This is an optimization exercise on Yosys and OpenROAD, whose aim is small area, a short achievable clock period and few clock cycles, not a production implementation.
The RTL was checked by simulation tests, not by an equivalence proof against the original design.
Power figures rest on the tool's default switching activity, not on a simulated workload.

==> flow/design.v (excerpt) <==
module oob_dispatcher #(
    parameter NREG    = 8,      
    parameter PMAX    = 8,      
    parameter PKT_MAX = 2048    
) (
    input  wire        clk,
    input  wire        rst,
    input  wire        cfg_we,
    input  wire [7:0]  cfg_addr,
    input  wire [7:0]  cfg_data,
    input  wire        in_valid,
    output wire        in_ready,
    input  wire        in_tick,
    input  wire [7:0]  in_data,
    output reg         rsp_valid,
    input  wire        rsp_ready,
    output reg  [7:0]  rsp_data,
    output wire        oob_valid,
    input  wire        oob_ready,
    output wire [2:0]  oob_kind,
    output wire [2:0]  oob_reg,
    output wire [3:0]  oob_cid,
    output wire [11:0] oob_len,
    output wire [7:0]  oob_data
);
clock: 16.0 ns
lec_check: 0
cap_margin: 20
core_margin: 2
core_utilization: 65
place_density: 0.8
slew_margin: 20
standard.sh (not shown) runs the stock make flow with config.mk's settings and CLKGATE_MAP_FILE= SYNTH_SCRIPT=/design/flow/synth_recipe.tcl, a recipe that flattens the netlist after the stock synthesis.
==> flow/flow/run.sh <==
#!/bin/bash
# The standard layout (standard.sh), with three changes to how it is built:
# the port buffers are buf_2 cells instead of the resizer's default pick,
# clock tree synthesis inserts no dummy loads, and timing repair aims for
# a setup margin beyond the flow settings' range, so that it sizes the
# design's paths for a shorter period than the one it is signed off at.
# The SDC, the clock period and every other step are the standard flow's own.
set -uo pipefail
export BUFFER_PORTS_ARGS="-buffer_cell sky130_fd_sc_hd__buf_2"
export CTS_ARGS="-sink_clustering_enable -repair_clock_nets -dont_use_dummy_load -sink_clustering_size 32 -sink_clustering_max_diameter 90"
export SETUP_SLACK_MARGIN=11.8
bash standard.sh > standard.log 2>&1
Testbench counts at the start, summed over its fixed seeds: cycles 86,940.
Then changed:
--- a/flow/flow/run.sh
+++ b/flow/flow/run.sh
@@ -8,5 +8,5 @@
 set -uo pipefail
 export BUFFER_PORTS_ARGS="-buffer_cell sky130_fd_sc_hd__buf_2"
-export CTS_ARGS="-sink_clustering_enable -repair_clock_nets -dont_use_dummy_load -sink_clustering_size 32 -sink_clustering_max_diameter 90"
-export SETUP_SLACK_MARGIN=11.8
+export CTS_ARGS="-sink_clustering_enable -repair_clock_nets -dont_use_dummy_load -sink_clustering_size 22 -sink_clustering_max_diameter 110"
+export SETUP_SLACK_MARGIN=12
 bash standard.sh > standard.log 2>&1
- CORE_UTILIZATION: 65 -> 55
- PLACE_DENSITY: 0.8 -> 0.7
Result: The changed run produced a clean layout. Synthesized cell count does not change. Power rose by a few percent. Area after synthesis is unchanged. Non-clock buffer count goes up by 58.
Then changed:
==> flow/flow/run.sh (replaced) <==
#!/bin/bash
# The standard layout (standard.sh), with three changes to how it is built:
# the port buffers are buf_4 cells instead of the resizer's default pick,
# clock tree synthesis inserts no dummy loads, and timing repair aims for
# a setup margin beyond the flow settings' range, so that it sizes the
# design's paths for a shorter period than the one it is signed off at.
# The SDC, the clock period and every other step are the standard flow's own.
set -uo pipefail
export BUFFER_PORTS_ARGS="-buffer_cell sky130_fd_sc_hd__buf_4"
export CTS_ARGS="-sink_clustering_enable -repair_clock_nets -dont_use_dummy_load -sink_clustering_size 22 -sink_clustering_max_diameter 110"
export SETUP_SLACK_MARGIN=12
bash standard.sh > standard.log 2>&1
- CORE_UTILIZATION: 55 -> 40
- PLACE_DENSITY: 0.7 -> 0.6
Outcome:
- The changed run completed without violations
- worst hold slack degrades by 23 ps
- clock skew grows by 13 ps
- fmax shrinks by 0.40%

* * *

== job 102 ==
Starting RTL as in the previous note.
clock: 16.0 ns
lec_check: 0
cap_margin: 20
core_margin: 2
core_utilization: 55
place_density: 0.7
slew_margin: 20
==> flow/flow/run.sh <==
#!/bin/bash
# The standard layout (standard.sh), with three changes to how it is built:
# the port buffers are buf_2 cells instead of the resizer's default pick,
# clock tree synthesis inserts no dummy loads, and timing repair aims for
# a setup margin beyond the flow settings' range, so that it sizes the
# design's paths for a shorter period than the one it is signed off at.
# The SDC, the clock period and every other step are the standard flow's own.
set -uo pipefail
export BUFFER_PORTS_ARGS="-buffer_cell sky130_fd_sc_hd__buf_2"
export CTS_ARGS="-sink_clustering_enable -repair_clock_nets -dont_use_dummy_load -sink_clustering_size 22 -sink_clustering_max_diameter 110"
export SETUP_SLACK_MARGIN=12.4
bash standard.sh > standard.log 2>&1
Testbench counts of job 102, summed over its fixed seeds: cycles 86,940.
Input changes introduced in job 104 (baseline for comparison: job 102):
- PLACE_DENSITY now 0.8, was 0.7
- CORE_UTILIZATION now 65, was 55
--- a/flow/flow/run.sh
+++ b/flow/flow/run.sh
@@ -10,3 +10,3 @@
 export CTS_ARGS="-sink_clustering_enable -repair_clock_nets -dont_use_dummy_load -sink_clustering_size 22 -sink_clustering_max_diameter 110"
-export SETUP_SLACK_MARGIN=12.4
+export SETUP_SLACK_MARGIN=12
 bash standard.sh > standard.log 2>&1
### Flow results
Clock insertion delay at the later pin of the skew report across job 104 and job 102: no real change. A critical path startpoint of rsp_valid$_SDFFE_PP0N_ is what job 102 shows, while o_reg[1]$_SDFFE_PP0P_ belongs to job 104. Looking at sequential share of cell area, job 104 sits above job 102. Job 104 leaves less setup margin than job 102. The lower number of well taps of job 104 and job 102 is in job 104. The final critical delay including setup and external delays of job 104 was inferior to that of job 102.

## afterwards: timing with drivers on the ports
In the flow no input, the clock included, has a driving cell. The finished layouts below were timed again as built, in two steps. Step 1, drivers: a clkbuf_16 drives clk and a buf_2 each remaining input, both assumed. Step 2 moves the port delays by t, midway between the first and last clock arrival at a register: inputs arrive t later, outputs are due t later. That takes back most of the time a late clock gives input paths. a / b / c = ideal / step 1 / step 2; a / b = the first two.
run | t, ns | setup slack, ns | hold slack, ns | worst setup path after step 2 | slew at the worst register clock pin (ns)
the first run of note 1 | 0.628 | 11.733 / 11.673 / 11.290 | 0.469 / 0.469 / 0.469 | input to register | 0.12 / 0.12
the second run of note 1 | 0.664 | 11.725 / 11.658 / 11.320 | 0.479 / 0.479 / 0.479 | input to register | 0.10 / 0.10
the third run of note 1 | 0.660 | 11.707 / 11.639 / 11.305 | 0.457 / 0.457 / 0.457 | input to register | 0.10 / 0.10
job 102 | 0.656 | 11.726 / 11.662 / 11.480 | 0.480 / 0.480 / 0.480 | input to register | 0.10 / 0.10
job 104 | 0.654 | 11.717 / 11.656 / 11.359 | 0.478 / 0.478 / 0.478 | input to register | 0.10 / 0.10
After both steps every run listed still meets setup and hold. The setup slack of the first run of note 1, which loses most, moves by -0.060 ns with the drivers and by -0.443 ns with both steps.
